Context: an optimization exercise on an open-source flow, tuned for small area, a short achievable clock period and few clock cycles. The choices shown serve that exercise and are no tape-out recipe. The RTL was checked by simulation tests, not by an equivalence proof against the original design. No activity file was given, so power comes from the tool's default toggle rates.

==> flow/design.v, too long to show whole: its modules and the start of the top module <==
// module kc_div: 18 lines
// module kc_core: 991 lines
module kc_core (
    input  wire        clk,
    input  wire        rst,
    input  wire        in_valid,
    output wire        in_ready,
    input  wire [1:0]  in_op,
    input  wire        in_wheel,
    input  wire [31:0] in_data,
    output wire [15:0] kp,
    output wire [15:0] ki,
    output wire [15:0] kd,
    output wire [23:0] setpoint_l,
    output wire [23:0] setpoint_r,
    output wire [31:0] speed_inst_l,
    output wire [31:0] speed_inst_r,
    output wire [31:0] speed_avg_l,
    output wire [31:0] speed_avg_r,
    output wire [31:0] integ_l,
    output wire [31:0] integ_r,
    output wire [31:0] prev_err_l,
    output wire [31:0] prev_err_r,
    output wire [15:0] duty_l,
    output wire [15:0] duty_r
);
  // ...
==> flow/flow/run.sh <==
#!/bin/bash
set -euo pipefail
bash standard.sh SETUP_SLACK_MARGIN=7.5 "BUFFER_PORTS_ARGS=-buffer_cell sky130_fd_sc_hd__buf_1" finish > make_finish.log 2>&1
==> flow/standard.sh <==
#!/bin/bash
# synth_recipe.tcl (not shown) runs the flow's synth.tcl, then flattens the netlist and writes it again
# the make line also repeats each setting of config.mk as NAME=value (left out here)
make -C /OpenROAD-flow-scripts/flow DESIGN_CONFIG=/design/flow/config.mk WORK_HOME=/design/flow/orfs CLKGATE_MAP_FILE= SYNTH_SCRIPT=/design/flow/synth_recipe.tcl "${@:-finish}"
==> flow/config.mk <==
export PLATFORM = sky130hd
export DESIGN_NAME = kc_core
export DESIGN_NICKNAME = kc_core
export VERILOG_FILES = /design/flow/design.v
export SDC_FILE = /design/flow/constraint.sdc
export NUM_CORES = 4
export LEC_CHECK = 0
export CAP_MARGIN = 20
export CORE_MARGIN = 2
export CORE_UTILIZATION = 65
export CTS_CLUSTER_DIAMETER = 60
export CTS_CLUSTER_SIZE = 30
export PLACE_DENSITY = 0.85
export SETUP_SLACK_MARGIN = 5
export SLEW_MARGIN = 20
==> flow/constraint.sdc <==
create_clock -name core_clock -period 12.0 [get_ports {clk}]
set_input_delay 2.4000 -clock core_clock [delete_from_list [all_inputs] [get_ports {clk}]]
set_output_delay 2.4000 -clock core_clock [all_outputs]
set_load 0.01 [all_outputs]
==> results.json, run 1 <==
{
  "status": "no timing/DRC/antenna violations",
  "grtUsageMet1_pct": 54.2,
  "synth_xor_area_share_pct": 5.99,
  "tapCellCount": 1165,
  "yosysWarnings": 1,
  "grt_overflow": 0,
  "yosys.area.top_type": "dfxtp_1",
  "grt_pass1_vias": 51100,
  "drive_gt1_share_pct": 12.5,
  "synthFlopType": "dfxtp_1",
  "inverters": 664,
  "cpPeakStageDelay_ns": 0.36,
  "crit_buf_inv": 4,
  "clk_pin_slew_worst_paths_ns": 0.07,
  "p_int_w": 0.00560,
  "wl_met3_mm": 28.5,
  "regArea_sq_mm": 0.0162,
  "clock_sinks": 679,
  "multi_input_area_sq_mm": 0.0395,
  "comb_power_w": 0.00435,
  "yosys.area_share.simple_pct": 14.8,
  "cts_post_setup_buffers_inserted": 85,
  "r2r_slack_ns": 7.37,
  "die_w_um": 302,
  "setup_tns_ns": 0
}
Testbench counts, summed over its fixed seeds: cycles 31,593.
==> run 2, diff against run 1 <==
--- a/flow/design.v
+++ b/flow/design.v
@@ -75,16 +75,17 @@
     reg        first_q;        
     reg [3:0]  sk9_q;          
     reg [6:0]  sk8_q;          
     reg [8:0]  sk7_q;
     reg [5:0]  a9s_q;          
     reg [1:0]  a9_q;           
     reg [3:0]  rho_q;          
     reg [3:0]  rho1_q, rho2_q; 
+    reg [3:0]  kpc_q;          
     reg [19:0] qa_q, qap_q;    
     reg [24:0] e_q;            
     reg [31:0] i_q;            
     reg        ex_q;           
     reg        pw_q;           
     reg [25:0] derr_q;
     reg [5:0]  bp_q, bi_q, bd_q;   
     reg [32:0] S_q, C_q;       
@@ -170,20 +171,21 @@
                      (div_q == 2'd2) ? ds2 : ds3;
     wire [2:0] yv  = ds[6:4];
     wire [19:0] qa_n  = yv[2] ? {qap_e[17:0], 2'd0} : {qa_e[17:0], yv[1:0]};
     wire [19:0] qap_n = yv[2] ? {qap_e[17:0], 2'd1} :
                         (yv[1:0] == 2'd3) ? {qap_e[17:0], 2'd0} :
                         {qa_e[17:0], yv[1:0] + 2'd1};
     wire [19:0] inst_w  = w ? inst1 : inst0;
     wire [19:0] inst_nx = first_q ? {18'd0, div_q} : {inst_w[17:0], div_q};
-    wire [15:0] kp_sh = kp_q >> (5'd12 - {cnt, 2'b00});
-    wire [6:0] k1a = dstep(rho1_q, {1'b0, kp_sh[3:2]});
+    wire [15:0] kp_sh = kp_q >> (5'd8 - {cnt, 2'b00});    
+    wire [3:0]  kp_c  = kpc_q;
+    wire [6:0] k1a = dstep(rho1_q, {1'b0, kp_c[3:2]});
     wire [6:0] k2a = dstep(rho2_q, {1'b0, k1a[5:4]});
-    wire [6:0] k1b = dstep(k1a[3:0], {1'b0, kp_sh[1:0]});
+    wire [6:0] k1b = dstep(k1a[3:0], {1'b0, kp_c[1:0]});
     wire [6:0] k2b = dstep(k2a[3:0], {1'b0, k1b[5:4]});
     wire [12:0] ki_nx = {ki_q[8:0], k1a[5:4], k1b[5:4]};
     wire [9:0]  kd_nx = {kd_q[5:0], k2a[5:4], k2b[5:4]};
     wire        ex      = ex_q;
     wire [23:0] sp_x    = ex ? sp1 : sp0;
     wire [19:0] avg_x   = ex ? avg1 : avg0;
     wire [31:0] integ_x = ex ? integ1 : integ0;
     wire [24:0] e_n     = {1'b0, sp_x} - {5'd0, avg_x};
@@ -870,16 +872,17 @@
                     nb_q   <= nb0_n;
                     first_q <= 1'b1;
                     sk9_q  <= sw9[3:0];
                     sk8_q  <= sw8[6:0];
                     sk7_q  <= sw7[8:0];
                     a9s_q  <= a9i[19:14];
                     rho1_q <= 4'd0;
                     rho2_q <= 4'd0;
+                    kpc_q  <= kp_q[15:12];
                     cnt    <= 4'd0;
                     if (in_valid && in_op == OP_EST) cnt <= p_n;
                     if (in_valid) begin
                         case (in_op)
                             OP_EST: begin
                                 w     <= in_wheel;
                                 state <= S_EST;
                             end
@@ -916,16 +919,17 @@
                         else   avg0 <= qa_n;
                         state <= S_IDLE;
                     end
                 end
                 S_KI: begin
                     cnt    <= cnt_n;
                     rho1_q <= k1b[3:0];
                     rho2_q <= k2b[3:0];
+                    kpc_q  <= kp_sh[3:0];
                     ki_q   <= ki_nx;
                     kd_q   <= kd_nx;
                     if (cnt == 4'd3) begin
                         dt_q  <= {16'd0, ki_nx};
                         d3_q  <= (kp_q < 16'd10) ? 31'd0 : 31'h7fffffff;
                         rem_q <= nl_r0[28:0];
                         nb_q  <= nl_b0[1:0];
                         cnt   <= lp_n;
==> run 2 against run 1 <==
Effect of this change:
- still clean on timing, DRC and antenna
- non-clock buffer count increased by 21
- sequential power increased by 3%
- maximum frequency shrank 2.7%
- critical path depth rose by 2
- final cell count is 1.5% higher
- setup slack got worse by 0.13 ns
==> results.json, run 2 <==
{
  "fin_crit_sh_pct": 39.7,
  "worst_path_max_delay_cell": "or3_4",
  "clock_sinks": 683,
  "worst_slack_ns": 7.24,
  "r2r-end": "qap_q[2]",
  "cp-end-kind": "flop",
  "drv_slew": 0,
  "start_util_pct": 65.8,
  "port_buffers": 361,
  "crit_buf_inv": 4,
  "cts_root_buf": "clkbuf_16",
  "setup_tns_ns": 0,
  "drcViolationCount": 0,
  "wire_per_inst_um": 25.4,
  "r2r_start": "cnt[1]",
  "synth.area.mux_share_pct": 4.11,
  "dr.pass1.iters": 9,
  "place.gp.congestion": 1.01,
  "postRouteAntennaNets": 0,
  "clk_pin_slew_worst_paths_ns": 0.08,
  "max_freq_mhz": 210,
  "cpPeakStageDelay_ns": 0.46,
  "regArea_sq_mm": 0.0163,
  "rsz0062_at_grt": "yes",
  "antenna_found_initial": 10,
  "hold_violations": 0,
  "stdcell_area_sq_mm": 0.0673,
  "power_w": 0.0102,
  "preCtsSetupSlack_ns": 5.79,
  "critical_path_arrival_ns": 5.19,
  "area_growth_pct": 15.3,
  "place_hpwl_mm": 143,
  "synthArstFlopShare_pct": 0,
  "synth_cells": 6794,
  "yosysTopAreaCellShare_pct": 14.6,
  "vias_per_cell": 6.72,
  "fp-row-count": 109,
  "synth_compound_area_share_pct": 19.9,
  "ctsHoldBuffers": 0,
  "timing.critical_path.mode_cell": "ha_4",
  "path_max_fanout": 8,
  "cts_max_path_buffers": 3,
  "synth_area_leaders": "dfxtp_1, edfxtp_1, ha_1",
  "synth.most_common_cell": "nand2_1",
  "die_w_um": 304,
  "grt_overflow": 0,
  "yosys.area_share.simple_pct": 14.9,
  "drive_gt1_share_pct": 13.6,
  "numCtsBuffers": 72,
  "design.core.area_sq_mm": 0.0888,
  "yosys.area.top_type": "dfxtp_1",
  "die_area_sq_mm": 0.0923,
  "synth_cell_types": 117,
  "multi_input_area_sq_mm": 0.0401,
  "avgSynthCellArea_sq_um": 8.60,
  "p_per_area_mw_per_mm2": 152,
  "tightest_slew_ns": 1.27,
  "maxSlewHeadroom_pct": 15.2,
  "grt_pass1_wl_mm": 311,
  "yosys_register_bits": 683,
  "die_h_um": 304,
  "track_usage_pct": 43.2,
  "p_leak_nw": 28.4,
  "pin_count": 423,
  "start_kind": "flop",
  "synthAdderAreaFrac_pct": 19.9,
  "drtIter0Drc": 8025,
  "final_cell_mix": "nand2_1, inv_1, a21oi_1, ha_1, nor2_1",
  "grt_start_max_net_pins": 88,
  "crit_required_ns": 12.43,
  "setup_viol": 0,
  "yosysWarnings": 1,
  "post-route-min-period_ns": 4.76,
  "nFillCells": 5982,
  "max-vdd-ir-drop_uv": 130,
  "grt_pass1_vias": 53600,
  "crit_family": "compound AO/OA/AOI/OAI gates",
  "synthFlopType": "dfxtp_1",
  "finalWirelength_mm": 214,
  "fin_nets": 7987,
  "min_path_type": "reg2reg",
  "synthTopCellsByCount": "nand2_1, inv_1, a21oi_1",
  "reg_top3": "i_q: 32 flops, integ0: 32 flops, integ1: 32 flops",
  "final_common_cell": "nand2_1",
  "worstSetupPathType": "reg2reg",
  "cts_tree": "built",
  "synth_top_family_by_area": "compound AO/OA/AOI/OAI gates",
  "worstPathCellList": "inv_6 > buf_6 > ha_4 > nand3b_1 > nor2_1 > a311oi_4 > a21oi_4 > inv_4 > ha_4 > a21oi_4 > xnor2_4 > inv_2 > ha_4 > a21oi_2 > and2_4 > a21boi_4 > nor3_2 > o21ai_1 > o22a_1 > a32oi_1 > ha_2 > or3_4 > xnor2_2 > mux2i_1",
  "vias": 56600,
  "htree_levels": 3,
  "clk_latency_ns": 0.70,
  "post_dp_cell_area_sq_mm": 0.0607,
  "endpoint": "qap_q[2]",
  "syn_area_sq_mm": 0.0584,
  "cap_violations": 0,
  "synth_edf_count": 257,
  "r2r_cells": 24,
  "status": "no timing/DRC/antenna violations",
  "cp.depth": 24,
  "synth-seq-area-share_pct": 27.8,
  "crit_start": "cnt[1]",
  "r2r_slack_ns": 7.24,
  "fin_worst_skew_ns": 0.0401,
  "synth_xor_area_share_pct": 5.86
}
[run 2: cell types whose count changed after synthesis, moves of 18 or more]
cell / change
nand2_1: +41
and3_1: -59
nor2_1: +28
a31oi_1: +41
nor3_1: -29
a21oi_1: -46
nor2b_1: -18
and2_1: +72
o21a_1: +42
[run 2: worst reg2reg max path: stages (launching register included)]
cell      delay, ns
dfxtp_4        0.36
inv_6          0.09
buf_6          0.15
ha_4           0.16
nand3b_1       0.21
nor2_1         0.26
a311oi_4       0.08
a21oi_4        0.19
inv_4          0.09
ha_4           0.20
a21oi_4        0.21
xnor2_4        0.15
inv_2          0.08
ha_4           0.17
a21oi_2        0.13
and2_4         0.16
a21boi_4       0.20
nor3_2         0.05
o21ai_1        0.20
o22a_1         0.23
a32oi_1        0.10
ha_2           0.28
or3_4          0.47
xnor2_2        0.19
mux2i_1        0.10
[run 2: final cells by class]
cell class | instances | share of cell area, %
tap | 1165 | 2.16
sequential | 683 | 24.3
clock buffer | 75 | 2.71
clock inverter | 59 | 1.31
antenna | 14 | 0.0520
inverter | 668 | 3.86
multi-input combinational | 5102 | 59.5
timing repair buffer | 656 | 6.09
[run 2: logic make-up after synthesis]
logic type | after synthesis
muxes | 211
AOI/OAI and AO/OA | 1796
DFF | 683
adders and majority gates | 766
and+or+nand+nor | 1875
other | 1
xor gates and xnor gates | 388
buffers and inverters | 1074
[run 2: how the worst min path moves through the flow]
stage	start	end	depth (start not counted)
detailed placement	inst0[19]	inst0[19]	2
global placement	inst0[19]	inst0[19]	2
finish	duty0[13]	duty0[13]	2
floorplan	inst0[18]	inst0[18]	2
global route	duty0[3]	duty0[3]	2
CTS	duty1[3]	duty1[3]	2
[run 2: timing repair]
item | in CTS | in global routing
gates resized for setup | 256 | 227
pin swaps | 78 | 101
setup endpoints to repair | 296 | 222
setup buffers | 114 | 85
cloned | 10 | 6
[run 2: report_power, final]
part / internal (W) / leakage [nW] / total (W) / switching (W)
logic: 0.00191 / 21.3 / 0.00480 / 0.00288
clock network: 0.00126 / 1.30 / 0.00257 / 0.00131
registers: 0.00262 / 5.86 / 0.00288 / 0.000260
[run 2: layer usage]
layer | global-route usage [%] | vias up | share of wire, %
met4 | 27.2 | 14 | 7.5
met1 | 52.4 | 26800 | 35
met5 | 0 | - | 0.051
li1 | - | 24400 | -
met2 | 64.6 | 4284 | 43
met3 | 16.4 | 1111 | 15
[run 2: metrics by stage]
step / hold WS (ns) / std cells / utilization [%]
floorplan: 0.476 / 6854 / -
global placement: 0.440 / 8056 / 68.4
detailed placement: 0.449 / 8057 / 68.4
CTS: 0.461 / 8315 / 73.9
global route: 0.486 / 8409 / 75.8
finish: 0.458 / 8422 / 75.8
Testbench counts of run 2, summed over its fixed seeds: cycles 31,593.

[port drivers added, routing unchanged]
No port has a modelled driver above. Below, the same layouts with a new extraction and two added sets of constraints. Step 1 assumes that a clkbuf_16 drives the clock port and a buf_2 every other input. Step 2 times the ports against the registers' clock, not the clock port: input delays grow and output delays shrink by t, the midpoint of the rising clock arrivals with the driver on. a / b / c = no drivers / after step 1 / after step 2; a / b = the first two.
| run | shift t [ns] | setup slack, ns | worst hold slack (ns) | worst slew at a driven data input, ns |
|---|---|---|---|---|
| run 1 | 0.740 | 7.367 / 7.367 / 6.691 | 0.458 / 0.458 / 0.458 | 0.15 |
| run 2 | 0.760 | 7.239 / 7.167 / 6.407 | 0.458 / 0.458 / 0.458 | 0.15 |
After both steps every run listed still meets setup and hold. The setup slack of run 2, which loses most, moves by -0.072 ns with the drivers and by -0.832 ns with both steps.
